This is an optimization exercise on Yosys and OpenROAD, whose aim is small area, a short achievable clock period and few clock cycles, not a production implementation.
At most, simulation tests tie the RTL to the original design; equivalence was not proved.
No functional check of the RTL was part of runs 1 and 2.
Power figures rest on the tool's default switching activity, not on a simulated workload.

[flow/config.mk]
export PLATFORM = sky130hd
export DESIGN_NAME = hcid_decoder
export DESIGN_NICKNAME = hcid_decoder
export VERILOG_FILES = /design/flow/design.v
export SDC_FILE = /design/flow/constraint.sdc
export NUM_CORES = 4
export LEC_CHECK = 0
export CAP_MARGIN = 20
export CORE_ASPECT_RATIO = 0.25
export CORE_MARGIN = 2
export CORE_UTILIZATION = 60
export CTS_BUF_LIST = sky130_fd_sc_hd__clkbuf_8
export CTS_CLUSTER_DIAMETER = 55
export CTS_CLUSTER_SIZE = 16
export SLEW_MARGIN = 20
[flow/constraint.sdc]
create_clock -name core_clock -period 18.0 [get_ports {clk}]
set_input_delay 3.6000 -clock core_clock [delete_from_list [all_inputs] [get_ports {clk}]]
set_output_delay 3.6000 -clock core_clock [all_outputs]
set_load 0.01 [all_outputs]
[flow/design.v]
module hcid_tlcorr (
    input  wire [7:0] c,
    output wire [7:0] t
);
    wire [4:0] k    = c[4:0];
    wire [3:0] d    = c[3:0];
    wire lr   = (c[7:6] == 2'b01) && (k != 5'd0) && (k <= 5'd26);   
    wire lo   = lr && c[5];                                           
    wire dig  = (c[7:4] == 4'b0011) && (d <= 4'd9);                   
    wire is_l = (k == 5'd12);                                         
    wire d39  = dig && (d >= 4'd3);
    wire era    = !(lr || dig);
    wire letter = !d39;
    wire upper  = letter && !(lo && !is_l);
    wire [4:0] sl  = is_l ? 5'd8 : (k < 5'd12) ? k - 5'd1 : k - 5'd2;
    wire [4:0] sd  = (d == 4'd0) ? 5'd13 : (d == 4'd1) ? 5'd8 : (d == 4'd2) ? 5'd24 : {1'b0, d} + 5'd22;
    wire [4:0] sym = lr ? sl : dig ? sd : 5'd0;
    assign t = {era, upper, letter, sym};
endmodule
module hcid_decoder (
    input  wire         clk,
    input  wire         rst,
    input  wire         in_valid,
    output wire         in_ready,
    input  wire [7:0]   in_char,
    output wire         out_valid,
    input  wire         out_ready,
    output wire [23:0]  out_prefix,      
    output wire [319:0] out_cw,          
    output wire [39:0]  out_bera,        
    output reg  [5:0]   out_count,       
    output reg          out_case_lost,   
    output reg          out_eof          
);
    reg  [7:0] a_c;          
    reg        a_v;
    reg  [5:0] idx;          
    reg        ov;           
    reg        rdy;          
    assign in_ready  = rdy;
    assign out_valid = ov;
    wire [7:0] a_t;          
    hcid_tlcorr u_tl (.c(a_c), .t(a_t));
    wire [4:0] sym    = a_t[4:0];
    wire       letter = a_t[5];
    wire       upper  = a_t[6];
    wire       era    = a_t[7];
    wire consume = a_v && !(ov && idx != 6'd0);
    wire accept  = in_valid && rdy;
    wire last    = (idx == 6'd62);
    wire [5:0] idx_n = consume ? (last ? 6'd0 : idx + 6'd1) : idx;
    wire ov_n   = (ov && !out_ready) || (consume && last);
    always @(posedge clk) begin
        if (accept) a_c <= in_char;
        if (rst) begin
            a_v <= 1'b0;
            idx <= 6'd0;
            ov  <= 1'b0;
            rdy <= 1'b1;
        end else begin
            a_v <= accept || (a_v && !consume);
            idx <= idx_n;
            ov  <= ov_n;
            rdy <= !(ov_n && idx_n != 6'd0);
        end
    end
    reg  [6:0] w;
    reg        mk;           
    wire [2:0] lb   = {idx[2] ^ idx[0], idx[1], idx[0]};
    wire       emit = lb[2] | (lb[1] & lb[0]);
    wire [11:0] win = {w, sym};
    reg  [7:0] byte_n;
    always @* begin
        case (lb)
            3'd3:    byte_n = win[7:0];
            3'd4:    byte_n = win[8:1];
            3'd5:    byte_n = win[9:2];
            3'd6:    byte_n = win[10:3];
            default: byte_n = win[11:4];
        endcase
    end
    wire mk_in  = (lb != 3'd0) && mk;
    wire mk_b   = mk_in || era;              
    wire cw_b   = (idx >= 6'd5);             
    always @(posedge clk) begin
        if (consume) begin
            w  <= win[6:0];
            mk <= emit ? (lb != 3'd3 && era) : mk_b;
        end
    end
    reg [311:0] fb;          
    reg [35:0]  be;
    always @(posedge clk) begin
        if (consume && emit)
            fb <= {(cw_b && mk_b) ? 8'h00 : byte_n, fb[311:8]};
        if (consume && emit && cw_b)
            be <= {mk_b, be[35:1]};
    end
    reg  [3:0]  n;           
    reg         se;          
    reg  [31:0] cap;         
    reg  [3:0]  cbe;         
    wire seg_start = (idx == 6'd3) || (idx == 6'd18) || (idx == 6'd33) || (idx == 6'd48);
    wire seg_end   = (idx == 6'd17) || (idx == 6'd32) || (idx == 6'd47) || last;
    wire [1:0] seg = (idx >= 6'd48) ? 2'd3 : (idx >= 6'd33) ? 2'd2 : (idx >= 6'd18) ? 2'd1 : 2'd0;
    wire in_seg    = (idx >= 6'd3);
    wire [3:0] n_in   = seg_start ? 4'd0 : n;
    wire       se_in  = seg_start ? 1'b0 : se;
    wire       take   = letter && !n_in[3];
    wire       se_out = se_in || era;
    wire       ok_out = (n_in[3] || (n_in[2:0] == 3'd7 && letter)) && !se_out;
    wire z7 = (cap[30:24] == 7'h00);
    wire o7 = (cap[30:24] == 7'h7F);
    wire z3 = take ? (z7 && !upper) : (z7 && !cap[31]);
    wire o3 = take ? (o7 && upper)  : (o7 && cap[31]);
    wire [3:0] okv = {ok_out, ~cbe[2:0]};
    wire [3:0] zv  = {z3, cap[23:16] == 8'h00, cap[15:8] == 8'h00, cap[7:0] == 8'h00};
    wire [3:0] ov1 = {o3, cap[23:16] == 8'hFF, cap[15:8] == 8'hFF, cap[7:0] == 8'hFF};
    wire       lost  = (&(zv | ~okv)) || (&(ov1 | ~okv));
    wire [3:0] cbe_f = {4{lost}} | ~okv | {3'b000, era};    
    integer g;
    always @(posedge clk) begin
        if (consume && in_seg) begin
            n  <= n_in + {3'd0, take};
            se <= se_out;
        end
        for (g = 0; g < 4; g = g + 1) begin
            if (consume && last) begin
                if (cbe_f[g]) cap[8*g +: 8] <= 8'h00;
                else if (g == 3 && take) cap[8*g +: 8] <= {cap[8*g +: 7], upper};
            end else if (consume && in_seg && seg == g && take)
                cap[8*g +: 8] <= {cap[8*g +: 7], upper};
        end
        if (consume && seg_end) begin
            if (last) cbe <= cbe_f;
            else cbe[seg] <= !ok_out;
        end
    end
    wire       inc_b = emit && cw_b && mk_b;
    wire [2:0] npc   = {2'b00, ~okv[0] | era} + {2'b00, ~okv[1]} + {2'b00, ~okv[2]} + {2'b00, ~okv[3]};
    wire [2:0] ncap  = !last ? 3'd0 : lost ? 3'd4 : npc;
    wire [6:0] csum  = {out_count, inc_b} + {3'b000, ncap, inc_b};
    always @(posedge clk) begin
        if (consume) begin
            if (idx == 6'd1)
                out_count <= 6'd0;
            else
                out_count <= csum[6:1];
            if (last) begin
                out_case_lost <= lost;
                out_eof       <= |sym[2:0];
            end
        end
    end
    assign out_prefix = fb[23:0];
    assign out_cw     = {cap, fb[311:24]};
    assign out_bera   = {cbe, be};
endmodule
[flow/flow/run.sh]
#!/bin/bash
# Own layout flow: the standard ORFS flow, with the port buffers that
# global placement inserts made from sky130_fd_sc_hd__buf_1 instead of the
# cell buffer_ports picks by itself. Everything else is the standard flow.
set -euo pipefail
export BUFFER_PORTS_ARGS="-buffer_cell sky130_fd_sc_hd__buf_1"
bash standard.sh BUFFER_PORTS_ARGS="$BUFFER_PORTS_ARGS" finish > orfs_flow.log 2>&1
[flow/standard.sh]
#!/bin/bash
# synth_recipe.tcl (not shown) runs the flow's synth.tcl, then flattens the netlist and writes it again
# the make line also repeats each setting of config.mk as NAME=value (left out here)
make -C /OpenROAD-flow-scripts/flow DESIGN_CONFIG=/design/flow/config.mk WORK_HOME=/design/flow/orfs CLKGATE_MAP_FILE= SYNTH_SCRIPT=/design/flow/synth_recipe.tcl "${@:-finish}"
==> out/summary.txt, run 1 <==
Post-Synthesis Mean Instance Area: 19.1 um2
asr flop ratio synth: 0%
die width: 320 um
Post-Synthesis Cells: 782
Setup Viol. Count Final: 0
crit path cell chain: buf_1
crit-path max FO: 7
global route overflow: 0
CTS H-tree lvls: 1
Slew headroom: 32.7%
Worst Hold Depth: 0
hold_buf cts: 0
outcome: timing/DRC/antenna clean
PnR worst setup slack: 13.00 ns
max cap viols: 0
CTS tree: done
Leak: 5.44 nW
Final Hold Viols: 0
Critical Path RT: 14.40 ns
Buf/Inv on CP: 1
Reg power frac: 68.9%
Crit. End Element: output port
Fmax: 0.200 GHz
reg-to-reg setup timing slack: 13.39 ns
sw frac: 20.9%
Hold Path End: be[16]
layout cells sized above 1: 5.10%
Ports: 406
final net count: 1,239
Comb power frac: 3.1%
Die ar.: 26,500 um2
crit share post-route: 27.8%
Sw Pwr: 331 uW
Placement Cell Area: 16,900 um2
Setup CP Type: reg2out
Clock Sinks: 422
post-route DRC violation count: 0
GRT Total Usage: 22.0%
cts bufs inserted: 30
row cnt: 28
post-route ant nets: 0
WHS: 0.436 ns
reg2reg start: a_c[1]
IO Port Bufs: 405
area occupied by multi-input gates: 2210 um2
Netlist cell types: 76
fin cells: 1,545
RSZ-0062 raised after global routing: no
Mapped Area: 15,000 um2
Warnings, synthesis: 1
arrival time at the worst endpoint: 1.40 ns
Seq/Total Area, Yosys: 84.0%
Peak VDD IR: 0.0529 mV
WL/cell: 19.2 um
CTS resizes: 0
pwr dens: 91.5 nW/um2
r2r worst-path depth: 17
CP max stage delay: 0.54 ns
CTS root buffer: clkbuf_8
Placed Instances: 1,504
delay-heaviest family, CP: flip-flops
setup TNS: 0 ns
Antenna Cells: 0
final setup skew: 0.0445 ns
Slew Viols, Final: 0
internal power: 1.25 mW
routability cong.: 0.873
Synth Register Bits: 422
Area Overhead vs Synth: 15.7%
detailed-router iteration count before antenna repair: 5
crit path from: cbe[1]
Vert. Die Dim: 83.0 um
drt total wl: 29,600 um
Slew @ Worst Pin: 1.01 ns
most common cell after layout, fill and taps aside: edfxtp_1
initial antenna violation count: 0
cell area after layout: 17,300 um2
Synthesized Nets: 815
commonest non-fill, non-tap cells in the layout: edfxtp_1 (413), buf_1 (405), nand2_1 (34)
number of global-route vias before repair: 7,799
clock share of power: 28.0%
Hold Path Class: reg2reg
min-delay src: be[17]
DR iter-0 viols: 709
Clk pin slew, worst setup/hold paths: 0.12 ns
Slowest-stage cell, CP: edfxtp_1
Max Root-Sink Buffers: 3
Most used DFF post-synth: edfxtp_1
minimum clock period: 5.00 ns
Clk Latency, worst-skew pair: 0.65 ns
number of flops mapped to enable cells by yosys: 413
Register Area: 12,600 um2
RR Endpoint: out_count[4]
crit start category: flip-flop
via count: 8,286
Place WS: 13.49 ns
DP HPWL: 21,000 um
fillers: 1,587
largest net degree at the start of global routing: 87
first-pass GRT wire length: 44,700 um
Vias/cell: 5.36
CORE AREA: 24,000 um2
Starting Density: 62.3%
Setup Buffers After CTS: 0
## cell type report
type                            instances  area share [%]
Sequential cell                       422            72.6
Multi-Input combinational cell        320            12.8
Timing Repair Buffer                  411            9.03
Clock buffer                           30            2.38
Tap cell                              330            2.38
Inverter                               21           0.455
Clock inverter                         11           0.354
## state kept, by name (all words and copies together), names as in the netlist, named ones only
signal         cells
a_c                8
a_v                1
be                36
cap               32
cbe                3
fb               312
idx                6
mk                 1
n                  4
out_case_lost      1
out_count          6
out_eof            1
ov                 1
rdy                1
se                 1
w                  7
## worst max-delay path by stage
stage | end | slack, ns | depth (start not counted)
2_1_floorplan | fb[0] | 2.70 | 6
3_3_place_gp | out_count[4] | 13.55 | 17
3_5_place_dp | out_count[4] | 13.49 | 16
4_1_cts | out_bera[37] | 12.96 | 1
5_1_grt | out_bera[37] | 12.92 | 1
6_report | out_bera[37] | 13.00 | 1
## cell families (layout without fill, tap and decap cells)
kind of cell    count (synthesis)  count (layout)  synth area share [%]
compound gates                122             122                  6.07
xor+xnor                        8               8                 0.468
fa+ha+maj                      21              21                  1.86
buf+inv                        40             473                  1.26
flops                         422             422                  84.0
mux                             2               2                 0.134
simple gates                  167             167                  6.18
## routing by layer
layer / global-route usage (%) / vias up / share of wire [%] / wire length (um)
met5: 0 / - / 0 / 0
met4: 3.03 / 0 / 1.0 / 302
met3: 5.80 / 23 / 6.3 / 1850
met2: 39.9 / 229 / 53 / 15700
met1: 27.5 / 4143 / 40 / 11800
li1: - / 3891 / - / -
## cells in the mapped netlist, types with 4 or more instances
library cell,count,area share (%)
nand4_1,9,0.38
xor2_1,4,0.23
dfxtp_1,9,1.2
xnor2_1,4,0.23
nand2b_1,9,0.38
clkbuf_1,7,0.18
a22oi_1,11,0.55
a21boi_2,7,0.53
nor2b_1,5,0.21
a31oi_1,9,0.38
nor2_1,30,0.75
inv_1,18,0.45
nand3_1,5,0.17
nor4_1,10,0.42
nor3_1,13,0.43
ha_1,19,1.6
edfxtp_1,413,83
and2_1,33,1.4
nand2_1,34,0.85
buf_2,4,0.13
a21oi_1,23,0.77
o21ai_0,22,0.74
## per-stage QoR
stage / utilization [%] / power (mW)
floorplan: - / 1.15
global placement: 70.1 / 1.16
detailed placement: 70.1 / 1.16
CTS: 72.1 / 1.60
global route: 72.1 / 1.65
finish: 72.1 / 1.58
## power by group through the flow
stage,sequential (mW),combinational [mW],clock [mW]
after floorplan,1.13,0.0263,0
after global placement,1.11,0.0486,0
after detailed placement,1.12,0.0490,0
after CTS,1.09,0.0491,0.460
after global routing,1.09,0.0536,0.498
final,1.09,0.0489,0.443
==> run 2: changes to the inputs <==
--- a/flow/config.mk
+++ b/flow/config.mk
@@ -6,7 +6,7 @@
 export NUM_CORES = 4
 export LEC_CHECK = 0
 export CAP_MARGIN = 20
-export CORE_ASPECT_RATIO = 0.25
+export CORE_ASPECT_RATIO = 0.5
 export CORE_MARGIN = 2
 export CORE_UTILIZATION = 60
 export CTS_BUF_LIST = sky130_fd_sc_hd__clkbuf_8
==> run 2 against run 1 <==
  * Routed wire length grew 12%
  * Sequential share of layout area shrank 0.20 points
  * Critical path depth is the same
==> out/summary.txt, run 2 <==
outcome: timing/DRC/antenna clean (unchanged)
Hold Path End: fb[190] (was be[16])
Synth Register Bits: 422 (unchanged)
Warnings, synthesis: 1 (unchanged)
largest net degree at the start of global routing: 224 (was 87)
crit start category: flip-flop (unchanged)
min-delay src: fb[198] (was be[17])
Leak: 5.45 nW (was 5.44 nW)
Worst Hold Depth: 0 (unchanged)
setup TNS: 0 ns (unchanged)
WL/cell: 21.4 um (was 19.2 um)
minimum clock period: 4.95 ns (was 5.00 ns)
Vert. Die Dim: 116 um (was 83.0 um)
arrival time at the worst endpoint: 1.35 ns (was 1.40 ns)
number of flops mapped to enable cells by yosys: 413 (unchanged)
PnR worst setup slack: 13.05 ns (was 13.00 ns)
crit path cell chain: buf_1 (unchanged)
most frequent cell after synthesis: edfxtp_1 (unchanged)
cts bufs inserted: 30 (unchanged)
Vias/cell: 5.50 (was 5.36)
Place WS: 13.43 ns (was 13.49 ns)
reg-to-reg setup timing slack: 13.41 ns (was 13.39 ns)
RSZ-0062 raised after global routing: no (unchanged)
area occupied by multi-input gates: 2210 um2 (unchanged)
CTS resizes: 0 (unchanged)
DP HPWL: 24,200 um (was 21,000 um)
most common cell after layout, fill and taps aside: edfxtp_1 (unchanged)
Seq/Total Area, Yosys: 84.0% (unchanged)
CORE AREA: 24,200 um2 (was 24,000 um2)
post-route ant nets: 0 (unchanged)
r2r worst-path depth: 17 (unchanged)
CTS H-tree lvls: 1 (unchanged)
CTS tree: done (unchanged)
initial antenna violation count: 0 (unchanged)
WHS: 0.448 ns (was 0.436 ns)
Ports: 406 (unchanged)
Peak VDD IR: 0.0508 mV (was 0.0529 mV)
max cap viols: 0 (unchanged)
delay-heaviest family, CP: flip-flops (unchanged)
detailed-router iteration count before antenna repair: 5 (unchanged)
Placed Instances: 1,507 (was 1,504)
Post-Synthesis Mean Instance Area: 19.1 um2 (unchanged)
drt total wl: 33,100 um (was 29,600 um)
asr flop ratio synth: 0% (unchanged)
Clock Sinks: 422 (unchanged)
Slew @ Worst Pin: 1.06 ns (was 1.01 ns)
row cnt: 40 (was 28)
RR Endpoint: out_count[4] (unchanged)
largest area contributor in the netlist: edfxtp_1 (unchanged)
Buf/Inv on CP: 1 (unchanged)
Antenna Cells: 0 (unchanged)
Largest Register: fb (unchanged)
hold_buf cts: 0 (unchanged)
Critical Path RT: 14.40 ns (about the same)
Mapped Area: 15,000 um2 (unchanged)
post-route DRC violation count: 0 (unchanged)
Max Root-Sink Buffers: 3 (unchanged)
via count: 8,526 (was 8,286)
final setup skew: 0.0258 ns (was 0.0445 ns)
routability cong.: 0.904 (was 0.873)
max reg flops: 312 (unchanged)
layout cells sized above 1: 5.03% (was 5.10%)
number of global-route vias before repair: 7,851 (was 7,799)
Post-Synthesis Cells: 782 (unchanged)
Setup Buffers After CTS: 0 (unchanged)
biggest regs: fb x312, be x36, cap x32 (unchanged)
fin cells: 1,549 (was 1,545)
GRT Total Usage: 23.9% (was 22.0%)
final net count: 1,237 (was 1,239)
Slowest-stage cell, CP: edfxtp_1 (unchanged)
commonest non-fill, non-tap cells in the layout: edfxtp_1 (413), buf_1 (405), nand2_1 (34) (unchanged)
Hold Path Class: reg2reg (unchanged)
Register Area: 12,600 um2 (unchanged)
crit-path max FO: 7 (unchanged)
Slew headroom: 29.5% (was 32.7%)
global route overflow: 0 (unchanged)
total power: 1.60 mW (was 1.58 mW)
Starting Density: 61.8% (was 62.3%)
Slew Viols, Final: 0 (unchanged)
Clk Latency, worst-skew pair: 0.64 ns (was 0.65 ns)
Setup Viol. Count Final: 0 (unchanged)
reg2reg start: idx[0] (was a_c[1])
die width: 227 um (was 320 um)
crit share post-route: 27.5% (was 27.8%)
Synth top area share: 82.8% (unchanged)
pwr dens: 91.9 nW/um2 (was 91.5 nW/um2)
Most used DFF post-synth: edfxtp_1 (unchanged)
CTS root buffer: clkbuf_8 (unchanged)
fillers: 1,616 (was 1,587)
most frequent cells after synthesis: edfxtp_1 (413), nand2_1 (34), and2_1 (33) (unchanged)
DR iter-0 viols: 716 (was 709)
Crit. End Element: output port (unchanged)
first-pass GRT wire length: 46,700 um (was 44,700 um)
Setup CP Type: reg2out (unchanged)
IO Port Bufs: 405 (unchanged)
Final Hold Viols: 0 (unchanged)
Die ar.: 26,300 um2 (was 26,500 um2)
synth top area cells: edfxtp_1 (83%), ha_1 (1.6%), and2_1 (1.4%) (unchanged)
Clk pin slew, worst setup/hold paths: 0.10 ns (was 0.12 ns)
CP max stage delay: 0.52 ns (was 0.54 ns)
Netlist cell types: 76 (unchanged)
Fmax: 0.202 GHz (was 0.200 GHz)
Synthesized Nets: 815 (unchanged)
Area Overhead vs Synth: 16.1% (was 15.7%)
-- run 2: changes by cell type in the layout (fill, tap and decap cells not counted), sizes merged --
cell	change
bufinv	+1
inv	-2
buf	-2
clkinv	+1
-- run 2: logic make-up (layout without fill, tap and decap cells) --
| group | after synthesis | count (layout) | share of synthesized area [%] |
|---|---|---|---|
| mux | 2 | 2 | 0.134 |
| xor+xnor | 8 | 8 | 0.468 |
| buf+inv | 40 | 471 | 1.26 |
| flops | 422 | 422 | 84.0 |
| compound gates | 122 | 122 | 6.07 |
| simple gates | 167 | 167 | 6.18 |
| fa+ha+maj | 21 | 21 | 1.86 |
-- run 2: worst max-delay path by stage --
stage                      start  depth (start not counted)  slack [ns]            to
final                     cbe[1]                          1       13.05  out_bera[37]
after global routing      idx[0]                         17       13.00  out_count[4]
after CTS                 cbe[1]                          1       13.03  out_bera[37]
after detailed placement  a_c[2]                         16       13.43  out_count[4]
after global placement    a_c[2]                         17       13.64  out_count[4]
after floorplan           idx[5]                          6        2.70         fb[0]
-- run 2: where the power goes --
part | internal, mW | switching (mW) | leakage [nW]
combinational | 0.0145 | 0.0353 | 1.35
sequential | 1.08 | 0.00941 | 3.82
clock | 0.168 | 0.286 | 0.283
-- run 2: metal layers --
metal  track usage [%]  up-vias  share of wire (%)
li1                  -     3893                  -
met1              30.8     4282                 39
met2              41.7      300                 51
met3              5.98       51                8.0
met4              5.58        0                2.0
met5                 0        -                  0
-- run 2: layout make-up --
cell class	count	share of cell area, %
multi-input combinational	320	12.7
clock inverter	11	0.490
inverter	21	0.454
clock buffer	30	2.38
sequential	422	72.4
tap	336	2.42
timing repair buffer	409	9.11
-- run 2: stage by stage --
| step | util, % | instance area, um2 |
|---|---|---|
| floorplan | - | 15000 |
| global placement | 69.6 | 16800 |
| detailed placement | 69.6 | 16800 |
| CTS | 71.6 | 17300 |
| global route | 71.7 | 17400 |
| finish | 71.7 | 17400 |
==> run 3: changes to the inputs <==
--- a/flow/design.v
+++ b/flow/design.v
@@ -137,15 +137,20 @@
         end
     end
     wire       inc_b = emit && cw_b && mk_b;
-    wire [2:0] npc   = {2'b00, ~okv[0] | era} + {2'b00, ~okv[1]} + {2'b00, ~okv[2]} + {2'b00, ~okv[3]};
-    wire [2:0] ncap  = !last ? 3'd0 : lost ? 3'd4 : npc;
-    wire [6:0] csum  = {out_count, inc_b} + {3'b000, ncap, inc_b};
+    wire       inc_s = seg_end && !ok_out;
+    wire [1:0] inc   = {inc_b && inc_s, inc_b ^ inc_s};
+    wire [2:0] k_lost = 3'd1 + {2'b00, ~cbe[0]} + {2'b00, ~cbe[1]} + {2'b00, ~cbe[2]};
+    wire [6:0] s_lost = {out_count, mk_b} + {3'b000, k_lost, mk_b};
+    wire [1:0] k_kept = {1'b0, era && !cbe[0]} + {1'b0, !ok_out};
+    wire [6:0] s_kept = {out_count, mk_b} + {4'b0000, k_kept, mk_b};
     always @(posedge clk) begin
         if (consume) begin
             if (idx == 6'd1)
                 out_count <= 6'd0;
+            else if (last)
+                out_count <= lost ? s_lost[6:1] : s_kept[6:1];
             else
-                out_count <= csum[6:1];
+                out_count <= out_count + {4'd0, inc};
             if (last) begin
                 out_case_lost <= lost;
                 out_eof       <= |sym[2:0];
--- a/flow/config.mk
+++ b/flow/config.mk
@@ -6,7 +6,6 @@
 export NUM_CORES = 4
 export LEC_CHECK = 0
 export CAP_MARGIN = 20
-export CORE_ASPECT_RATIO = 0.5
 export CORE_MARGIN = 2
 export CORE_UTILIZATION = 60
 export CTS_BUF_LIST = sky130_fd_sc_hd__clkbuf_8
==> run 3 against run 2 <==
  * Maximum frequency is 1.6% higher
  * Synthesized cell count is 2.7% higher
  * Die area is 0.51% higher
  * Total power is 14% higher
  * Routed wire length is 2.7% higher
  * Clock-buffer cell count is 8 higher
  * Sequential power is 5% higher
  * Area after synthesis is 0.83% higher
  * Largest power group unchanged
==> out/summary.txt, run 3 <==
final core occ: 71.0% (was 71.7%)
IO Port Bufs: 405 (unchanged)
max cap viols: 0 (unchanged)
Final Hold Viols: 0 (unchanged)
clock share of power: 31.1% (was 28.4%)
Placement Cell Area: 17,000 um2 (was 16,800 um2)
number of global-route vias before repair: 7,994 (was 7,851)
minimum clock period: 4.87 ns (was 4.95 ns)
max reg flops: 312 (unchanged)
CTS tree: done (unchanged)
Clk Latency, worst-skew pair: 0.54 ns (was 0.64 ns)
Slew @ Worst Pin: 1.04 ns (was 1.06 ns)
post-route DRC violation count: 0 (unchanged)
Crit. End Element: output port (unchanged)
Fmax: 0.205 GHz (was 0.202 GHz)
post-route ant nets: 0 (unchanged)
Setup Buffers After CTS: 0 (unchanged)
WL/cell: 21.6 um (was 21.4 um)
Clock Sinks: 422 (unchanged)
Comb power frac: 5.9% (was 3.1%)
commonest non-fill, non-tap cells in the layout: edfxtp_1 (413), buf_1 (405), nor2b_1 (38), clkbuf_8 (38), nand2_1 (36) (was edfxtp_1 (413), buf_1 (405), nand2_1 (34))
sw frac: 22.3% (was 20.7%)
Critical Path RT: 14.40 ns (about the same)
internal power: 1.41 mW (was 1.27 mW)
crit share post-route: 27.0% (was 27.5%)
Sw Pwr: 406 uW (was 330 uW)
Warnings, synthesis: 1 (unchanged)
Slew headroom: 30.9% (was 29.5%)
largest net degree at the start of global routing: 201 (was 224)
Most used DFF post-synth: edfxtp_1 (unchanged)
arrival time at the worst endpoint: 1.27 ns (was 1.35 ns)
Max Root-Sink Buffers: 3 (unchanged)
biggest regs: fb x312, be x36, cap x32 (unchanged)
synth top area cells: edfxtp_1 (82%), ha_1 (1.9%), nor2b_1 (1.6%) (was edfxtp_1 (83%), ha_1 (1.6%), and2_1 (1.4%))
Vert. Die Dim: 163 um (was 116 um)
layout cells sized above 1: 6.18% (was 5.03%)
Reg power frac: 63.0% (was 68.5%)
first-pass GRT wire length: 48,300 um (was 46,700 um)
number of flops mapped to enable cells by yosys: 413 (unchanged)
Ports: 406 (unchanged)
Post-Synthesis Mean Instance Area: 18.8 um2 (was 19.1 um2)
RSZ-0062 raised after global routing: no (unchanged)
Antenna Cells: 0 (unchanged)
row cnt: 58 (was 40)
crit-path max FO: 4 (was 7)
Post-Synthesis Cells: 803 (was 782)
most frequent cells after synthesis: edfxtp_1 (413), nor2b_1 (38), nand2_1 (36) (was edfxtp_1 (413), nand2_1 (34), and2_1 (33))
Largest Register: fb (unchanged)
final setup skew: 0.0179 ns (was 0.0258 ns)
delay-heaviest family, CP: flip-flops (unchanged)
crit start category: flip-flop (unchanged)
routability cong.: 0.836 (was 0.904)
asr flop ratio synth: 0% (unchanged)
setup TNS: 0 ns (unchanged)
via count: 8,715 (was 8,526)
CTS root buffer: clkbuf_8 (unchanged)
most frequent cell after synthesis: edfxtp_1 (unchanged)
final net count: 1,266 (was 1,237)
Synth top area share: 82.2% (was 82.8%)
Placed Instances: 1,521 (was 1,507)
fin cells: 1,575 (was 1,549)
Netlist cell types: 71 (was 76)
total power: 1.82 mW (was 1.60 mW)
Leak: 5.74 nW (was 5.45 nW)
DR iter-0 viols: 891 (was 716)
Slowest-stage cell, CP: edfxtp_1 (unchanged)
pwr dens: 102 nW/um2 (was 91.9 nW/um2)
Synthesized Nets: 840 (was 815)
cts bufs inserted: 36 (was 30)
initial antenna violation count: 0 (unchanged)
CTS resizes: 0 (unchanged)
Vias/cell: 5.53 (was 5.50)
Slew Viols, Final: 0 (unchanged)
fillers: 1,680 (was 1,616)
Die ar.: 26,400 um2 (was 26,300 um2)
DP HPWL: 24,400 um (was 24,200 um)
Starting Density: 60.5% (was 61.8%)
most common cell after layout, fill and taps aside: edfxtp_1 (unchanged)
Setup Viol. Count Final: 0 (unchanged)
GRT Total Usage: 24.4% (was 23.9%)
outcome: timing/DRC/antenna clean (unchanged)
Hold Path Class: reg2reg (unchanged)
Area Overhead vs Synth: 17.3% (was 16.1%)
crit path cell chain: buf_1 (unchanged)
Buf/Inv on CP: 1 (unchanged)
Synth Register Bits: 422 (unchanged)
Seq/Total Area, Yosys: 83.3% (was 84.0%)
detailed-router iteration count before antenna repair: 5 (unchanged)
CP max stage delay: 0.48 ns (was 0.52 ns)
largest area contributor in the netlist: edfxtp_1 (unchanged)
hold_buf cts: 0 (unchanged)
cell area after layout: 17,700 um2 (was 17,400 um2)
drt total wl: 34,000 um (was 33,100 um)
global route overflow: 0 (unchanged)
Mapped Area: 15,100 um2 (was 15,000 um2)
Peak VDD IR: 0.0787 mV (was 0.0508 mV)
CTS H-tree lvls: 2 (was 1)
Clk pin slew, worst setup/hold paths: 0.10 ns (about the same)
CORE AREA: 25,000 um2 (was 24,200 um2)
die width: 163 um (was 227 um)
Setup CP Type: reg2out (unchanged)
-- run 3: cell types whose count changed after synthesis, moves of 4 or more --
cell       previous run  this run
a21boi_2              7         0
nand3_1               5        11
ha_1                 19        23
nor2b_1               5        38
a21oi_1              23        27
a2bb2oi_1             0         6
and2_1               33        10
-- run 3: kinds of logic after synthesis --
logic type	Yosys count	synth area share [%]
multiplexers	6	0.555
flip-flops	422	83.3
adder cells (fa/ha/maj)	25	2.17
AND/OR/NAND/NOR	184	6.63
XOR/XNOR	11	0.638
AO/OA/AOI/OAI	114	5.44
buffers and inverters	41	1.22
-- run 3: worst paths after layout --
path | from | end | slack (ns) | cells after the start
worst max-delay path | out_count[0] | out_count[0] | 13.13 | 1
worst min-delay path | fb[110] | fb[102] | 0.44 | 0
worst max register to register | a_c[2] | out_count[4] | 13.56 | 16
worst min register to register | fb[110] | fb[102] | 0.44 | 0
-- run 3: power by group through the flow --
stage               Clock [mW]  Sequential [mW]  Combinational (mW)
floorplan                    0             1.19              0.0490
global placement             0             1.16               0.108
detailed placement           0             1.16               0.108
CTS                      0.579             1.14               0.108
global route             0.611             1.15               0.117
finish                   0.565             1.14               0.108
-- run 3: final cells by class --
| class | instances | area [um2] | share of cell area, % |
|---|---|---|---|
| sequential | 422 | 12600 | 71.0 |
| multi-input combinational | 340 | 2340 | 13.2 |
| timing repair buffer | 410 | 1570 | 8.86 |
| clock buffer | 38 | 523 | 2.95 |
| tap | 330 | 413 | 2.33 |
| clock inverter | 16 | 213 | 1.20 |
| inverter | 19 | 71.3 | 0.403 |
-- run 3: worst register-to-register path: stages, from the launching register on --
cell and delay [ns]:
edfxtp_1 0.56, inv_1 0.19, ha_1 0.24, and3b_1 0.22, a211o_1 0.36, a21oi_1 0.26
a32oi_1 0.18, a211oi_4 0.49, inv_2 0.08, o31ai_2 0.28, ha_1 0.29, or3_1 0.30
o21ai_0 0.08, a31oi_1 0.09, a41oi_1 0.32, xor2_1 0.18, nor2_1 0.06
-- run 3: per-layer routing --
metal | part of all wire (%) | track usage [%] | up-vias
met5 | 0 | 0 | -
met3 | 10 | 7.21 | 45
met4 | 2.0 | 5.83 | 0
li1 | - | - | 3963
met1 | 39 | 32.7 | 4287
met2 | 49 | 40.2 | 420
-- run 3: through the flow --
step	setup slack [ns]	hold WS, ns
after global placement	13.60	0.429
after detailed placement	13.59	0.430
after global routing	13.07	0.444
after floorplan	2.71	0.495
final	13.13	0.440
after CTS	13.09	0.446
Testbench counts of run 3, summed over its fixed seeds: cycles 75,624.
==> run 4: changes to the inputs <==
--- a/flow/design.v
+++ b/flow/design.v
@@ -64,35 +64,33 @@
             rdy <= !(ov_n && idx_n != 6'd0);
         end
     end
-    reg  [6:0] w;
-    reg        mk;           
-    wire [2:0] lb   = {idx[2] ^ idx[0], idx[1], idx[0]};
-    wire       emit = lb[2] | (lb[1] & lb[0]);
-    wire [11:0] win = {w, sym};
-    reg  [7:0] byte_n;
+    reg  [309:0] st;
+    reg  [4:0]   p;
+    reg  [1:0]   t2;
+    reg          mk;         
+    reg  [35:0]  be;         
+    wire [2:0] lb    = {idx[2] ^ idx[0], idx[1], idx[0]};
+    wire       emit  = lb[2] | (lb[1] & lb[0]);
+    wire       mk_in = (lb != 3'd0) && mk;
+    wire       mk_b  = mk_in || era;         
+    wire       cw_b  = (idx >= 6'd5);        
+    wire       zap   = emit && cw_b && mk_b;
+    reg  [11:0] wmask;       
+    integer j;
     always @* begin
-        case (lb)
-            3'd3:    byte_n = win[7:0];
-            3'd4:    byte_n = win[8:1];
-            3'd5:    byte_n = win[9:2];
-            3'd6:    byte_n = win[10:3];
-            default: byte_n = win[11:4];
-        endcase
+        for (j = 0; j < 12; j = j + 1)
+            wmask[j] = zap && (j + 3 >= lb) && (j <= lb + 4);
     end
-    wire mk_in  = (lb != 3'd0) && mk;
-    wire mk_b   = mk_in || era;              
-    wire cw_b   = (idx >= 6'd5);             
+    wire [11:0] win = {st[1:0], p, sym} & ~wmask;
     always @(posedge clk) begin
         if (consume) begin
-            w  <= win[6:0];
+            p  <= win[4:0];
             mk <= emit ? (lb != 3'd3 && era) : mk_b;
         end
-    end
-    reg [311:0] fb;          
-    reg [35:0]  be;
-    always @(posedge clk) begin
-        if (consume && emit)
-            fb <= {(cw_b && mk_b) ? 8'h00 : byte_n, fb[311:8]};
+        if (consume && idx != 6'd0)
+            st <= {st[304:2], win[11:5]};
+        if (consume && last)
+            t2 <= win[4:3];
         if (consume && emit && cw_b)
             be <= {mk_b, be[35:1]};
     end
@@ -137,27 +135,32 @@
         end
     end
     wire       inc_b = emit && cw_b && mk_b;
-    wire       inc_s = seg_end && !ok_out;
-    wire [1:0] inc   = {inc_b && inc_s, inc_b ^ inc_s};
-    wire [2:0] k_lost = 3'd1 + {2'b00, ~cbe[0]} + {2'b00, ~cbe[1]} + {2'b00, ~cbe[2]};
-    wire [6:0] s_lost = {out_count, mk_b} + {3'b000, k_lost, mk_b};
-    wire [1:0] k_kept = {1'b0, era && !cbe[0]} + {1'b0, !ok_out};
-    wire [6:0] s_kept = {out_count, mk_b} + {4'b0000, k_kept, mk_b};
+    wire [2:0] npc   = {2'b00, ~okv[0] | era} + {2'b00, ~okv[1]} + {2'b00, ~okv[2]} + {2'b00, ~okv[3]};
+    wire [2:0] ncap  = !last ? 3'd0 : lost ? 3'd4 : npc;
+    wire [6:0] csum  = {out_count, inc_b} + {3'b000, ncap, inc_b};
     always @(posedge clk) begin
         if (consume) begin
             if (idx == 6'd1)
                 out_count <= 6'd0;
-            else if (last)
-                out_count <= lost ? s_lost[6:1] : s_kept[6:1];
             else
-                out_count <= out_count + {4'd0, inc};
+                out_count <= csum[6:1];
             if (last) begin
                 out_case_lost <= lost;
                 out_eof       <= |sym[2:0];
             end
         end
     end
-    assign out_prefix = fb[23:0];
-    assign out_cw     = {cap, fb[311:24]};
+    wire [311:0] full = {st, t2};
+    genvar gj;
+    generate
+        for (gj = 0; gj < 39; gj = gj + 1) begin : g_full
+            if (gj < 3) begin : g_p
+                assign out_prefix[8*gj +: 8] = full[311 - 8*gj -: 8];
+            end else begin : g_c
+                assign out_cw[8*(gj-3) +: 8] = full[311 - 8*gj -: 8];
+            end
+        end
+    endgenerate
+    assign out_cw[319:288] = cap;
     assign out_bera   = {cbe, be};
 endmodule
--- a/flow/config.mk
+++ b/flow/config.mk
@@ -8,7 +8,7 @@
 export CAP_MARGIN = 20
 export CORE_MARGIN = 2
 export CORE_UTILIZATION = 60
-export CTS_BUF_LIST = sky130_fd_sc_hd__clkbuf_8
-export CTS_CLUSTER_DIAMETER = 55
-export CTS_CLUSTER_SIZE = 16
+export CTS_BUF_LIST = sky130_fd_sc_hd__clkbuf_16
+export CTS_CLUSTER_DIAMETER = 50
+export CTS_CLUSTER_SIZE = 30
 export SLEW_MARGIN = 20
==> run 4 against run 3 <==
  * Area after synthesis down 2.9%
  * Maximum frequency barely moved
  * Hold slack improved by 0.0022 ns
  * Clock-buffer cell count fell by 1
  * Combinational power fell by 59%
  * Via count is 5.3% lower
  * Setup slack got worse by 0.0034 ns
  * Design area up 0.36%
  * Non-clock buffer count is 1 lower
  * Critical path type unchanged
==> out/summary.txt, run 4 <==
outcome: timing/DRC/antenna clean (unchanged)
Critical Path RT: 14.40 ns (about the same)
global route overflow: 0 (unchanged)
reg-to-reg setup timing slack: 13.31 ns (was 13.56 ns)
Synth top area share: 84.2% (was 82.2%)
most common cell after layout, fill and taps aside: edfxtp_1 (unchanged)
CORE AREA: 24,200 um2 (was 25,000 um2)
Slowest-stage cell, CP: edfxtp_1 (unchanged)
final net count: 1,224 (was 1,266)
cts bufs inserted: 35 (was 36)
via count: 8,253 (was 8,715)
Clock Sinks: 420 (was 422)
number of flops mapped to enable cells by yosys: 411 (was 413)
Hold Path End: st[109] (was fb[102])
Synthesized Nets: 794 (was 840)
Slew @ Worst Pin: 1.01 ns (was 1.04 ns)
Seq/Total Area, Yosys: 85.4% (was 83.3%)
most frequent cells after synthesis: edfxtp_1 (411), a21oi_1 (32), nor2_1 (31) (was edfxtp_1 (413), nor2b_1 (38), nand2_1 (36))
Synth Register Bits: 420 (was 422)
Setup CP Type: reg2out (unchanged)
Starting Density: 60.6% (was 60.5%)
xor and xnor area share after synthesis: 0.478% (was 0.638%)
Peak VDD IR: 0.104 mV (was 0.0787 mV)
area occupied by multi-input gates: 2030 um2 (was 2340 um2)
Leak: 5.41 nW (was 5.74 nW)
final core occ: 73.5% (was 71.0%)
GRT Total Usage: 22.6% (was 24.4%)
number of global-route vias before repair: 7,632 (was 7,994)
largest family of logic cells by synthesized area: simple AND/OR/NAND/NOR gates (unchanged)
CTS root buffer: clkbuf_16 (was clkbuf_8)
Most used DFF post-synth: edfxtp_1 (unchanged)
crit start category: flip-flop (unchanged)
row cnt: 57 (was 58)
Warnings, synthesis: 1 (unchanged)
fillers: 1,626 (was 1,680)
die width: 160 um (was 163 um)
post-route ant nets: 0 (unchanged)
Register Area: 12,500 um2 (was 12,600 um2)
asr flop ratio synth: 0% (unchanged)
CP max stage delay: 0.50 ns (was 0.48 ns)
pwr dens: 107 nW/um2 (was 102 nW/um2)
hold_buf cts: 0 (unchanged)
post-route DRC violation count: 0 (unchanged)
RR Endpoint: out_count[5] (was out_count[4])
Simple-Gate Fraction of Synth Area: 6.49% (was 6.63%)
layout cells sized above 1: 6.26% (was 6.18%)
max cap viols: 0 (unchanged)
total power: 1.90 mW (was 1.82 mW)
Slew Viols, Final: 0 (unchanged)
initial antenna violation count: 0 (unchanged)
CTS resizes: 0 (unchanged)
first-pass GRT wire length: 44,200 um (was 48,300 um)
Worst Hold Depth: 0 (unchanged)
IO Port Bufs: 405 (unchanged)
minimum clock period: 4.87 ns (about the same)
crit path cell chain: buf_1 (unchanged)
Antenna Cells: 0 (unchanged)
Max Root-Sink Buffers: 3 (unchanged)
max reg flops: 310 (was 312)
Clk Latency, worst-skew pair: 0.52 ns (was 0.54 ns)
Fmax: 0.205 GHz (about the same)
setup TNS: 0 ns (unchanged)
area share of fa/ha/maj cells after synthesis: 2.07% (was 2.17%)
largest area contributor in the netlist: edfxtp_1 (unchanged)
Setup Viol. Count Final: 0 (unchanged)
DP HPWL: 21,200 um (was 24,400 um)
WL/cell: 19.4 um (was 21.6 um)
delay-heaviest family, CP: flip-flops (unchanged)
DR iter-0 viols: 701 (was 891)
synth top area cells: edfxtp_1 (84%), ha_1 (1.8%), and2_1 (1.2%) (was edfxtp_1 (82%), ha_1 (1.9%), nor2b_1 (1.6%))
Vias/cell: 5.37 (was 5.53)
CTS tree: done (unchanged)
reg2reg start: idx[0] (was a_c[2])
Synth Area in Compound Gates: 4.45% (was 5.44%)
biggest regs: st x310, be x36, cap x32 (was fb x312, be x36, cap x32)
r2r worst-path depth: 17 (was 16)
Area Overhead vs Synth: 21.2% (was 17.3%)
Mapped Area: 14,700 um2 (was 15,100 um2)
Ports: 406 (unchanged)
Buf/Inv on CP: 1 (unchanged)
Crit. End Element: output port (unchanged)
largest net degree at the start of global routing: 84 (was 201)
arrival time at the worst endpoint: 1.27 ns (about the same)
drt total wl: 29,900 um (was 34,000 um)
most frequent cell after synthesis: edfxtp_1 (unchanged)
detailed-router iteration count before antenna repair: 5 (unchanged)
Netlist cell types: 63 (was 71)
Largest Register: st (was fb)
Post-Synthesis Mean Instance Area: 19.3 um2 (was 18.8 um2)
final setup skew: 0.0193 ns (was 0.0179 ns)
Hold Path Class: reg2reg (unchanged)
Clk pin slew, worst setup/hold paths: 0.08 ns (was 0.10 ns)
Final Hold Viols: 0 (unchanged)
Post-Synthesis Cells: 759 (was 803)
Die ar.: 25,700 um2 (was 26,400 um2)
RSZ-0062 raised after global routing: no (unchanged)
CTS H-tree lvls: 2 (unchanged)
Vert. Die Dim: 160 um (was 163 um)
commonest non-fill, non-tap cells in the layout: edfxtp_1 (411), buf_1 (405), clkbuf_16 (37) (was edfxtp_1 (413), buf_1 (405), nor2b_1 (38), clkbuf_8 (38), nand2_1 (36))
min-delay src: st[104] (was fb[110])
crit share post-route: 27.1% (was 27.0%)
routability cong.: 0.876 (was 0.836)
crit-path max FO: 6 (was 4)
Slew headroom: 32.5% (was 30.9%)
multiplexer share of the synthesized area: 0.222% (was 0.555%)
Setup Buffers After CTS: 0 (unchanged)
==> run 4: final cells by class <==
class | count | area share [%]
clock inverter | 25 | 1.57
sequential | 420 | 70.4
multi-input combinational | 305 | 11.4
timing repair buffer | 409 | 8.72
clock buffer | 37 | 5.21
inverter | 18 | 0.380
tap | 324 | 2.28
==> run 4: logic make-up after synthesis <==
family | count (synthesis)
simple gates | 173
fa+ha+maj | 23
flops | 420
xor+xnor | 8
buf+inv | 34
mux | 2
compound gates | 99
==> run 4: worst max-delay path by stage <==
stage,from,end,slack [ns],cells after the start
after detailed placement,idx[0],out_count[5],13.35,17
final,cbe[0],out_bera[36],13.13,1
after floorplan,idx[3],st[0],0.53,6
after global routing,idx[0],out_count[5],13.00,17
after CTS,cbe[0],out_bera[36],13.11,1
after global placement,idx[0],out_count[5],13.48,17
==> run 4: metal layers <==
| metal | GRT usage [%] | wire length (um) |
|---|---|---|
| met5 | 0 | 0 |
| met4 | 5.61 | 517 |
| met3 | 5.60 | 2340 |
| met2 | 37.5 | 14700 |
| met1 | 30.7 | 12400 |
==> run 4: where the power goes <==
group	leakage, nW	total, mW	internal (mW)	switching [mW]
clock network	0.577	0.773	0.419	0.354
registers	3.56	1.09	1.08	0.00805
logic	1.28	0.0440	0.0123	0.0317
==> run 4: per-stage QoR <==
| step | cell area [um2] | setup WS [ns] | hold WS (ns) | cells |
|---|---|---|---|---|
| finish | 17800 | 13.13 | 0.442 | 1538 |
| global route | 17800 | 13.00 | 0.441 | 1538 |
| CTS | 17800 | 13.11 | 0.445 | 1538 |
| detailed placement | 16600 | 13.35 | 0.429 | 1476 |
| global placement | 16600 | 13.48 | 0.427 | 1476 |
| floorplan | 14700 | 0.532 | 0.471 | 759 |
Testbench counts of run 4, summed over its fixed seeds: cycles 75,624.
==> run 5: changes to the inputs <==
--- a/flow/config.mk
+++ b/flow/config.mk
@@ -8,7 +8,7 @@
 export CAP_MARGIN = 20
 export CORE_MARGIN = 2
 export CORE_UTILIZATION = 60
-export CTS_BUF_LIST = sky130_fd_sc_hd__clkbuf_16
-export CTS_CLUSTER_DIAMETER = 50
-export CTS_CLUSTER_SIZE = 30
+export CTS_BUF_LIST = sky130_fd_sc_hd__clkbuf_8
+export CTS_CLUSTER_DIAMETER = 55
+export CTS_CLUSTER_SIZE = 16
 export SLEW_MARGIN = 20
==> run 5 against run 4 <==
  * Register-to-register slack improved by 0.02 ns
  * Sequential power about the same
  * Global-route usage shrank 0.36 points
  * Cell count down 0.33%
  * Largest power group unchanged
  * Still clean
  * Flip-flop and latch count did not move
  * Clock skew up 0.0053 ns
  * Utilization decreased by 2.7 points
  * Area after synthesis unchanged
  * Design area down 3.6%
==> out/summary.txt, run 5 <==
outcome: timing/DRC/antenna clean (unchanged)
clock share of power: 28.8% (was 40.6%)
total power: 1.59 mW (was 1.90 mW)
Sw Pwr: 324 uW (was 394 uW)
Mapped Area: 14,700 um2 (unchanged)
crit-path max FO: 6 (unchanged)
Post-Synthesis Cells: 759 (unchanged)
Ports: 406 (unchanged)
row cnt: 57 (unchanged)
Setup Buffers After CTS: 0 (unchanged)
CTS H-tree lvls: 1 (was 2)
commonest non-fill, non-tap cells in the layout: edfxtp_1 (411), buf_1 (405), inv_1 (36) (was edfxtp_1 (411), buf_1 (405), clkbuf_16 (37))
Buf/Inv on CP: 1 (unchanged)
CTS tree: done (unchanged)
Register Area: 12,500 um2 (unchanged)
Slowest-stage cell, CP: edfxtp_1 (unchanged)
CORE AREA: 24,200 um2 (unchanged)
largest net degree at the start of global routing: 84 (unchanged)
Clk pin slew, worst setup/hold paths: 0.10 ns (was 0.08 ns)
Peak VDD IR: 0.0603 mV (was 0.104 mV)
pwr dens: 92.7 nW/um2 (was 107 nW/um2)
DR iter-0 viols: 730 (was 701)
drt total wl: 29,700 um (was 29,900 um)
Hold Path End: st[194] (was st[109])
post-route DRC violation count: 0 (unchanged)
Netlist cell types: 63 (unchanged)
Synthesized Nets: 794 (unchanged)
Critical Path RT: 14.40 ns (about the same)
Setup Viol. Count Final: 0 (unchanged)
Max Root-Sink Buffers: 3 (unchanged)
CP max stage delay: 0.50 ns (about the same)
Clock Sinks: 420 (unchanged)
IO Port Bufs: 405 (unchanged)
fillers: 1,741 (was 1,626)
Vias/cell: 5.33 (was 5.37)
internal power: 1.26 mW (was 1.51 mW)
Comb power frac: 2.8% (was 2.3%)
arrival time at the worst endpoint: 1.35 ns (was 1.27 ns)
RSZ-0062 raised after global routing: no (unchanged)
most frequent cells after synthesis: edfxtp_1 (411), a21oi_1 (32), nor2_1 (31) (unchanged)
number of global-route vias before repair: 7,540 (was 7,632)
Warnings, synthesis: 1 (unchanged)
Area Overhead vs Synth: 16.9% (was 21.2%)
global route overflow: 0 (unchanged)
setup TNS: 0 ns (unchanged)
reg2reg start: idx[1] (was idx[0])
Seq/Total Area, Yosys: 85.4% (unchanged)
crit start category: flip-flop (unchanged)
detailed-router iteration count before antenna repair: 5 (unchanged)
max cap viols: 0 (unchanged)
sw frac: 20.4% (was 20.7%)
reg-to-reg setup timing slack: 13.33 ns (was 13.31 ns)
Reg power frac: 68.4% (was 57.1%)
WL/cell: 19.4 um (about the same)
Slew headroom: 32.4% (was 32.5%)
crit share post-route: 27.5% (was 27.1%)
delay-heaviest family, CP: flip-flops (unchanged)
synth top area cells: edfxtp_1 (84%), ha_1 (1.8%), and2_1 (1.2%) (unchanged)
Place WS: 13.35 ns (unchanged)
Most used DFF post-synth: edfxtp_1 (unchanged)
routability cong.: 0.876 (unchanged)
area occupied by multi-input gates: 2030 um2 (unchanged)
via count: 8,174 (was 8,253)
Slew @ Worst Pin: 1.01 ns (about the same)
Synth Register Bits: 420 (unchanged)
min-delay src: st[189] (was st[104])
Fmax: 0.202 GHz (was 0.205 GHz)
Worst Hold Depth: 0 (unchanged)
most crowded layer after global routing: met2 (unchanged)
cts bufs inserted: 31 (was 35)
GRT met2 Usage: 36.8% (was 37.5%)
first-pass GRT wire length: 43,900 um (was 44,200 um)
Clk Latency, worst-skew pair: 0.60 ns (was 0.52 ns)
M3 GR Usage: 5.27% (was 5.60%)
largest area contributor in the netlist: edfxtp_1 (unchanged)
Largest Register: st (unchanged)
minimum clock period: 4.95 ns (was 4.87 ns)
initial antenna violation count: 0 (unchanged)
crit path cell chain: buf_1 (unchanged)
Slew Viols, Final: 0 (unchanged)
number of flops mapped to enable cells by yosys: 411 (unchanged)
Starting Density: 60.6% (unchanged)
DP HPWL: 21,200 um (unchanged)
most common cell after layout, fill and taps aside: edfxtp_1 (unchanged)
Leak: 5.19 nW (was 5.41 nW)
Die ar.: 25,700 um2 (unchanged)
r2r worst-path depth: 17 (unchanged)
die width: 160 um (unchanged)
Crit. End Element: output port (unchanged)
Synth top area share: 84.2% (unchanged)
PnR worst setup slack: 13.05 ns (was 13.13 ns)
layout cells sized above 1: 4.47% (was 6.26%)
final setup skew: 0.0246 ns (was 0.0193 ns)
Final Hold Viols: 0 (unchanged)
biggest regs: st x310, be x36, cap x32 (unchanged)
final net count: 1,220 (was 1,224)
asr flop ratio synth: 0% (unchanged)
Vert. Die Dim: 160 um (unchanged)
Post-Synthesis Mean Instance Area: 19.3 um2 (unchanged)
CTS root buffer: clkbuf_8 (was clkbuf_16)
Setup CP Type: reg2out (unchanged)
Hold Path Class: reg2reg (unchanged)
post-route ant nets: 0 (unchanged)
RR Endpoint: out_count[5] (unchanged)
CTS resizes: 0 (unchanged)
met1 Use GR: 30.9% (was 30.7%)
GRT Total Usage: 22.2% (was 22.6%)
hold_buf cts: 0 (unchanged)
max reg flops: 310 (unchanged)
Antenna Cells: 0 (unchanged)
most frequent cell after synthesis: edfxtp_1 (unchanged)
==> run 5: cell counts after synthesis <==
No cell type changed its count.
==> run 5: logic make-up (layout without fill, tap and decap cells) <==
kind of cell / count (synthesis) / in the layout / share of synthesized area [%]
fa+ha+maj: 23 / 23 / 2.07
compound gates: 99 / 99 / 4.45
mux: 2 / 2 / 0.222
simple gates: 173 / 173 / 6.49
flops: 420 / 420 / 85.4
buf+inv: 34 / 484 / 0.896
xor+xnor: 8 / 8 / 0.478
==> run 5: worst max path at each step <==
stage,start,slack [ns],to,cells after the start
2_1_floorplan,idx[3],0.53,st[0],6
3_3_place_gp,idx[0],13.48,out_count[5],17
3_5_place_dp,idx[0],13.35,out_count[5],17
4_1_cts,cbe[0],12.99,out_bera[36],1
5_1_grt,cbe[0],12.97,out_bera[36],1
6_report,cbe[0],13.05,out_bera[36],1
==> run 5: cell type report <==
type,count,share of cell area [%]
Sequential cell,420,73.1
Tap cell,324,2.37
Timing Repair Buffer,409,9.05
Clock inverter,24,0.628
Clock buffer,33,2.65
Multi-Input combinational cell,305,11.8
Inverter,18,0.394
==> run 5: routing by layer <==
metal,wire length [um],up-vias
met2,14500,324
met4,459,0
li1,-,3790
met1,12400,4022
met3,2380,38
met5,0,-
==> run 5: through the flow <==
stage / util, % / area [um2] / std cells / hold WS [ns]
after global placement: 68.6 / 16600 / 1476 / 0.427
after global routing: 70.9 / 17100 / 1533 / 0.459
after CTS: 70.9 / 17100 / 1533 / 0.447
after floorplan: - / 14700 / 759 / 0.471
final: 70.9 / 17100 / 1533 / 0.449
after detailed placement: 68.6 / 16600 / 1476 / 0.429
==> run 5: power by group through the flow <==
stage | sequential (mW) | clock (mW) | combinational [mW]
floorplan | 1.12 | 0 | 0.0228
global placement | 1.11 | 0 | 0.0441
detailed placement | 1.11 | 0 | 0.0444
CTS | 1.09 | 0.472 | 0.0445
global route | 1.09 | 0.507 | 0.0486
finish | 1.09 | 0.457 | 0.0440
==> run 6: changes to the inputs <==
==> flow/flow/run.sh (replaced) <==
#!/bin/bash
# Own layout flow: the standard ORFS flow, with the port buffers that
# global placement inserts made from sky130_fd_sc_hd__buf_1 instead of the
# cell buffer_ports picks by itself, and timing repair asked to keep a
# setup slack of at least 13.2 ns at the design's clock period.
set -euo pipefail
export BUFFER_PORTS_ARGS="-buffer_cell sky130_fd_sc_hd__buf_1"
export SETUP_SLACK_MARGIN=13.2
bash standard.sh BUFFER_PORTS_ARGS="$BUFFER_PORTS_ARGS" SETUP_SLACK_MARGIN=$SETUP_SLACK_MARGIN finish > orfs_flow.log 2>&1
==> run 6 against run 5 <==
  * Non-clock buffer count is 36 higher
  * Hold slack worse by 0.0092 ns
  * Cell count up 1.8%
  * Area after synthesis stayed put
  * Still clean on timing, DRC and antenna
  * First-iteration DRC count grew 17%
  * Combinational power increased by 4%
  * Largest cell class unchanged
  * Clock power is 7.4% higher
  * Largest power group unchanged
==> out/summary.txt, run 6 <==
row cnt: 57 (unchanged)
RSZ-0062 raised after global routing: yes (was no)
pwr dens: 92.6 nW/um2 (was 92.7 nW/um2)
Final Hold Viols: 0 (unchanged)
drt total wl: 30,400 um (was 29,700 um)
Starting Density: 60.6% (unchanged)
Most used DFF post-synth: edfxtp_1 (unchanged)
first-pass GRT wire length: 44,200 um (was 43,900 um)
most common cell after layout, fill and taps aside: edfxtp_1 (unchanged)
CTS tree: done (unchanged)
arrival time at the worst endpoint: 1.20 ns (was 1.35 ns)
Setup CP Type: reg2out (unchanged)
reg2reg start: idx[4] (was idx[1])
delay-heaviest family, CP: flip-flops (unchanged)
Critical Path RT: 14.40 ns (about the same)
setup TNS: 0 ns (unchanged)
Post-Synthesis Mean Instance Area: 19.3 um2 (unchanged)
largest net degree at the start of global routing: 95 (was 84)
die width: 160 um (unchanged)
Place WS: 13.42 ns (was 13.35 ns)
Post-Synthesis Cells: 759 (unchanged)
crit start category: flip-flop (unchanged)
asr flop ratio synth: 0% (unchanged)
Slew Viols, Final: 0 (unchanged)
IO Port Bufs: 405 (unchanged)
Warnings, synthesis: 1 (unchanged)
commonest non-fill, non-tap cells in the layout: edfxtp_1 (411), buf_1 (387), buf_4 (39) (was edfxtp_1 (411), buf_1 (405), inv_1 (36))
post-route DRC violation count: 0 (unchanged)
Ports: 406 (unchanged)
WL/cell: 19.4 um (about the same)
Die ar.: 25,700 um2 (unchanged)
end of the critical path: out_bera[36] (unchanged)
outcome: timing/DRC/antenna clean (unchanged)
DR iter-0 viols: 855 (was 730)
most frequent cells after synthesis: edfxtp_1 (411), a21oi_1 (32), nor2_1 (31) (unchanged)
RR Endpoint: out_count[5] (unchanged)
Slowest-stage cell, CP: edfxtp_1 (unchanged)
crit share post-route: 26.6% (was 27.5%)
synth top area cells: edfxtp_1 (84%), ha_1 (1.8%), and2_1 (1.2%) (unchanged)
Mapped Area: 14,700 um2 (unchanged)
Setup Viol. Count Final: 0 (unchanged)
max reg flops: 310 (unchanged)
Slew headroom: 35.1% (was 32.4%)
DP HPWL: 21,300 um (was 21,200 um)
largest area contributor in the netlist: edfxtp_1 (unchanged)
number of flops mapped to enable cells by yosys: 411 (unchanged)
Clk Latency, worst-skew pair: 0.54 ns (was 0.60 ns)
most frequent cell after synthesis: edfxtp_1 (unchanged)
r2r worst-path depth: 15 (was 17)
Netlist cell types: 63 (unchanged)
Area Overhead vs Synth: 19.5% (was 16.9%)
Synth Register Bits: 420 (unchanged)
global route overflow: 0 (unchanged)
post-route ant nets: 0 (unchanged)
Crit. End Element: output port (unchanged)
Slew @ Worst Pin: 0.974 ns (was 1.01 ns)
via count: 8,446 (was 8,174)
max cap viols: 0 (unchanged)
Clock Sinks: 420 (unchanged)
CTS H-tree lvls: 2 (was 1)
Clk pin slew, worst setup/hold paths: 0.09 ns (was 0.10 ns)
Seq/Total Area, Yosys: 85.4% (unchanged)
Leak: 5.40 nW (was 5.19 nW)
biggest regs: st x310, be x36, cap x32 (unchanged)
Buf/Inv on CP: 1 (unchanged)
Hold Path Class: reg2reg (unchanged)
cts bufs inserted: 34 (was 31)
minimum clock period: 4.80 ns (was 4.95 ns)
routability cong.: 0.873 (was 0.876)
reg-to-reg setup timing slack: 13.51 ns (was 13.33 ns)
GRT Total Usage: 22.5% (was 22.2%)
number of global-route vias before repair: 7,711 (was 7,540)
fillers: 1,665 (was 1,741)
CTS root buffer: clkbuf_8 (unchanged)
Vias/cell: 5.41 (was 5.33)
final net count: 1,259 (was 1,220)
Largest Register: st (unchanged)
final setup skew: 0.0290 ns (was 0.0246 ns)
Max Root-Sink Buffers: 3 (unchanged)
PnR worst setup slack: 13.20 ns (was 13.05 ns)
CORE AREA: 24,200 um2 (unchanged)
initial antenna violation count: 0 (unchanged)
Vert. Die Dim: 160 um (unchanged)
crit-path max FO: 4 (was 6)
Synthesized Nets: 794 (unchanged)
layout cells sized above 1: 9.78% (was 4.47%)
detailed-router iteration count before antenna repair: 5 (unchanged)
Fmax: 0.208 GHz (was 0.202 GHz)
CP max stage delay: 0.49 ns (was 0.50 ns)
Antenna Cells: 0 (unchanged)
hold_buf cts: 0 (unchanged)
Synth top area share: 84.2% (unchanged)
Peak VDD IR: 0.0674 mV (was 0.0603 mV)
crit path from: cbe[0] (unchanged)
Worst path depth: 1 (unchanged)
crit path cell chain: buf_6 (was buf_1)
==> run 6: cell counts after synthesis <==
No cell type changed its count.
==> run 6: worst reg2reg max path, stage by stage (launching register included) <==
cell,delay [ns]
dfxtp_1,0.79
mux4_2,0.61
and2_4,0.19
nor4_4,0.41
inv_1,0.11
fa_1,0.47
ha_1,0.19
ha_1,0.26
and3_1,0.15
ha_1,0.32
nor2b_1,0.16
o21ai_0,0.14
nand2b_1,0.10
nand3_1,0.11
xor2_1,0.16
nor2_1,0.05
==> run 6: worst min-delay path by stage <==
stage                     startpoint      end  slack (ns)  cells past startpoint
after detailed placement      st[60]   st[65]        0.43                      0
after CTS                    st[104]  st[109]        0.45                      0
final                        st[104]  st[109]        0.44                      0
after global routing         st[209]  st[214]        0.46                      0
after floorplan                  a_v      a_v        0.47                      2
after global placement       st[181]  st[186]        0.43                      0
==> run 6: kinds of logic after synthesis <==
logic type                 share of synthesized area (%)
DFF                                                 85.4
adders and majority gates                           2.07
and+or+nand+nor                                     6.49
xor gates and xnor gates                           0.478
buffers and inverters                              0.896
muxes                                              0.222
AOI/OAI and AO/OA                                   4.45
==> run 6: layer usage <==
metal  GRT usage, %  up-vias  routed length, um
met5              0        -                  0
met4           5.90        0                568
met3           5.27       42               2420
met2           36.5      363              15000
met1           31.6     4177              12300
li1               -     3864                  -
==> run 6: what timing repair did <==
action	4_1_cts	5_1_grt
pin swaps	0	2
setup buffers	6	30
setup endpoints to repair	13	29
gates cloned	0	0
gates resized for setup	9	17
==> run 6: stage by stage <==
| step | total power, mW | area (um2) | instances | hold WS, ns | utilization [%] |
|---|---|---|---|---|---|
| finish | 1.62 | 17500 | 1561 | 0.440 | 72.5 |
| detailed placement | 1.15 | 16600 | 1476 | 0.429 | 68.7 |
| global route | 1.68 | 17500 | 1561 | 0.458 | 72.5 |
| floorplan | 1.14 | 14700 | 759 | 0.471 | - |
| global placement | 1.15 | 16600 | 1476 | 0.429 | 68.7 |
| CTS | 1.64 | 17300 | 1531 | 0.448 | 71.4 |
==> run 6: area by class of cell <==
type	instances	area, um2	share of cell area [%]
Sequential cell	420	12500	71.5
Multi-Input combinational cell	305	2070	11.8
Timing Repair Buffer	445	1860	10.6
Clock buffer	37	509	2.91
Tap cell	324	405	2.31
Clock inverter	12	92.6	0.528
Inverter	18	67.6	0.386
==> run 6: where the power goes <==
part / internal, mW / switching (mW) / total, mW / leakage, nW
Clock: 0.206 / 0.285 / 0.491 / 0.322
Combinational: 0.0133 / 0.0325 / 0.0457 / 1.52
Sequential: 1.08 / 0.00791 / 1.09 / 3.56
Total: 1.30 / 0.326 / 1.62 / 5.40
==> run 7: changes to the inputs <==
==> flow/flow/run.sh (replaced) <==
#!/bin/bash
# Own layout flow: the standard ORFS flow, with the port buffers that
# global placement inserts made from sky130_fd_sc_hd__buf_1 instead of the
# cell buffer_ports picks by itself, and timing repair asked to keep a
# setup slack of at least 13.4 ns at the design's clock period.
set -euo pipefail
export BUFFER_PORTS_ARGS="-buffer_cell sky130_fd_sc_hd__buf_1"
export SETUP_SLACK_MARGIN=13.4
bash standard.sh BUFFER_PORTS_ARGS="$BUFFER_PORTS_ARGS" SETUP_SLACK_MARGIN=$SETUP_SLACK_MARGIN finish > orfs_flow.log 2>&1
==> run 7 against run 6 <==
  * Still clean
  * Flip-flop and latch count is the same
  * Clock power is 2% higher
  * Setup slack gained 0.020 ns
  * Routed wire length grew 27%
  * Sequential share of layout area decreased by 10 points
  * Critical path depth is the same
  * Clock-buffer cell count unchanged
  * Global-route usage increased by 2.1 points
  * Hold slack better by 0.0084 ns
  * Register-to-register slack improved by 0.08 ns
  * Critical endpoint is now out_cw[296]
  * Highest routed layer unchanged
==> out/summary.txt, run 7 <==
outcome: timing/DRC/antenna clean (unchanged)
DR iter-0 viols: 1,104 (was 855)
biggest regs: st x310, be x36, cap x32 (unchanged)
Vias/cell: 5.31 (was 5.41)
max cap viols: 0 (unchanged)
Peak VDD IR: 0.0671 mV (was 0.0674 mV)
Hold Path Class: reg2reg (unchanged)
fin cells: 1,860 (was 1,561)
Fmax: 0.209 GHz (was 0.208 GHz)
sw frac: 20.7% (was 20.1%)
crit path cell chain: buf_6 (unchanged)
IO Port Bufs: 405 (unchanged)
minimum clock period: 4.78 ns (was 4.80 ns)
Reg power frac: 65.9% (was 66.9%)
final core occ: 84.5% (was 72.5%)
Synth top area share: 84.2% (unchanged)
CORE AREA: 24,200 um2 (unchanged)
most frequent cell after synthesis: edfxtp_1 (unchanged)
Most used DFF post-synth: edfxtp_1 (unchanged)
crit start category: flip-flop (unchanged)
Setup Viol. Count Final: 0 (unchanged)
max reg flops: 310 (unchanged)
internal power: 1.31 mW (was 1.30 mW)
Clk pin slew, worst setup/hold paths: 0.09 ns (about the same)
largest area contributor in the netlist: edfxtp_1 (unchanged)
largest net degree at the start of global routing: 95 (unchanged)
number of global-route vias before repair: 8,761 (was 7,711)
DP HPWL: 21,300 um (unchanged)
Placed Instances: 1,476 (unchanged)
reg2reg start: idx[0] (was idx[4])
Largest Register: st (unchanged)
Mapped Area: 14,700 um2 (unchanged)
final net count: 1,558 (was 1,259)
arrival time at the worst endpoint: 1.18 ns (was 1.20 ns)
Worst path depth: 1 (unchanged)
Netlist cell types: 63 (unchanged)
post-route ant nets: 0 (unchanged)
Slew @ Worst Pin: 0.999 ns (was 0.974 ns)
cts bufs inserted: 34 (unchanged)
end of the critical path: out_cw[296] (was out_bera[36])
layout cells sized above 1: 49.3% (was 9.78%)
drt total wl: 38,500 um (was 30,400 um)
Critical Path RT: 14.40 ns (about the same)
routability cong.: 0.873 (unchanged)
Slew Viols, Final: 0 (unchanged)
number of flops mapped to enable cells by yosys: 411 (unchanged)
detailed-router iteration count before antenna repair: 5 (unchanged)
GRT Total Usage: 24.6% (was 22.5%)
most frequent cells after synthesis: edfxtp_1 (411), a21oi_1 (32), nor2_1 (31) (unchanged)
asr flop ratio synth: 0% (unchanged)
CTS H-tree lvls: 2 (unchanged)
Ports: 406 (unchanged)
RR Endpoint: out_count[5] (unchanged)
Area Overhead vs Synth: 39.4% (was 19.5%)
crit-path max FO: 4 (unchanged)
Post-Synthesis Cells: 759 (unchanged)
Final Hold Viols: 0 (unchanged)
Comb power frac: 3.7% (was 2.8%)
clock share of power: 30.5% (was 30.2%)
synth top area cells: edfxtp_1 (84%), ha_1 (1.8%), and2_1 (1.2%) (unchanged)
fillers: 1,164 (was 1,665)
Die ar.: 25,700 um2 (unchanged)
r2r worst-path depth: 17 (was 15)
Synth Register Bits: 420 (unchanged)
reg-to-reg setup timing slack: 13.59 ns (was 13.51 ns)
most common cell after layout, fill and taps aside: edfxtp_1 (unchanged)
first-pass GRT wire length: 48,500 um (was 44,200 um)
Max Root-Sink Buffers: 3 (unchanged)
CP max stage delay: 0.48 ns (was 0.49 ns)
pwr dens: 80.8 nW/um2 (was 92.6 nW/um2)
global route overflow: 0 (unchanged)
run 7: cell counts after synthesis:
Identical to the previous run, type by type.
run 7: worst min path at each step:
stage / cells after the start / slack (ns) / end / from
5_1_grt: 0 / 0.46 / st[84] / st[79]
3_3_place_gp: 0 / 0.43 / st[186] / st[181]
3_5_place_dp: 0 / 0.43 / st[65] / st[60]
2_1_floorplan: 2 / 0.47 / a_v / a_v
4_1_cts: 0 / 0.44 / st[109] / st[104]
6_report: 0 / 0.45 / st[99] / st[94]
run 7: per-layer routing:
metal	up-vias	track usage, %	part of all wire, %
li1	4462	-	-
met1	4902	33.1	38
met2	450	40.8	51
met3	71	5.84	7.9
met4	0	7.70	2.8
met5	-	0	0
run 7: metrics by stage:
step / total power [mW] / area, um2 / hold slack, ns / setup slack [ns]
after floorplan: 1.14 / 14700 / 0.471 / 11.25
after global placement: 1.15 / 16600 / 0.429 / 13.55
after detailed placement: 1.15 / 16600 / 0.429 / 13.42
after CTS: 1.64 / 18900 / 0.445 / 13.22
after global routing: 1.70 / 20400 / 0.460 / 13.19
final: 1.65 / 20400 / 0.448 / 13.22
run 7: repair_timing:
item,in CTS,in global routing
setup endpoints to repair,394,398
buffers inserted,197,138
gates resized for setup,147,275
pin swaps,0,2
run 7: power groups by stage:
stage	Combinational [mW]	Clock [mW]	Sequential [mW]
4_1_cts	0.0528	0.505	1.09
3_5_place_dp	0.0448	0	1.11
2_1_floorplan	0.0238	0	1.12
5_1_grt	0.0655	0.548	1.09
3_3_place_gp	0.0447	0	1.11
6_report	0.0606	0.503	1.09
run 7: cells by family (layout without fill, tap and decap cells):
logic type                 count (synthesis)  in the layout  share of synthesized area (%)
adders and majority gates                 23             23                           2.07
buffers and inverters                     34            811                          0.896
and+or+nand+nor                          173            173                           6.49
DFF                                      420            420                           85.4
muxes                                      2              2                          0.222
AOI/OAI and AO/OA                         99             99                           4.45
xor gates and xnor gates                   8              8                          0.478
run 7: cell type report:
class,instances,area [um2],share of cell area (%)
Inverter,18,67.6,0.331
Multi-Input combinational cell,305,2070,10.1
Timing Repair Buffer,744,4760,23.3
Clock buffer,37,509,2.49
Sequential cell,420,12500,61.3
Tap cell,324,405,1.98
Clock inverter,12,92.6,0.453
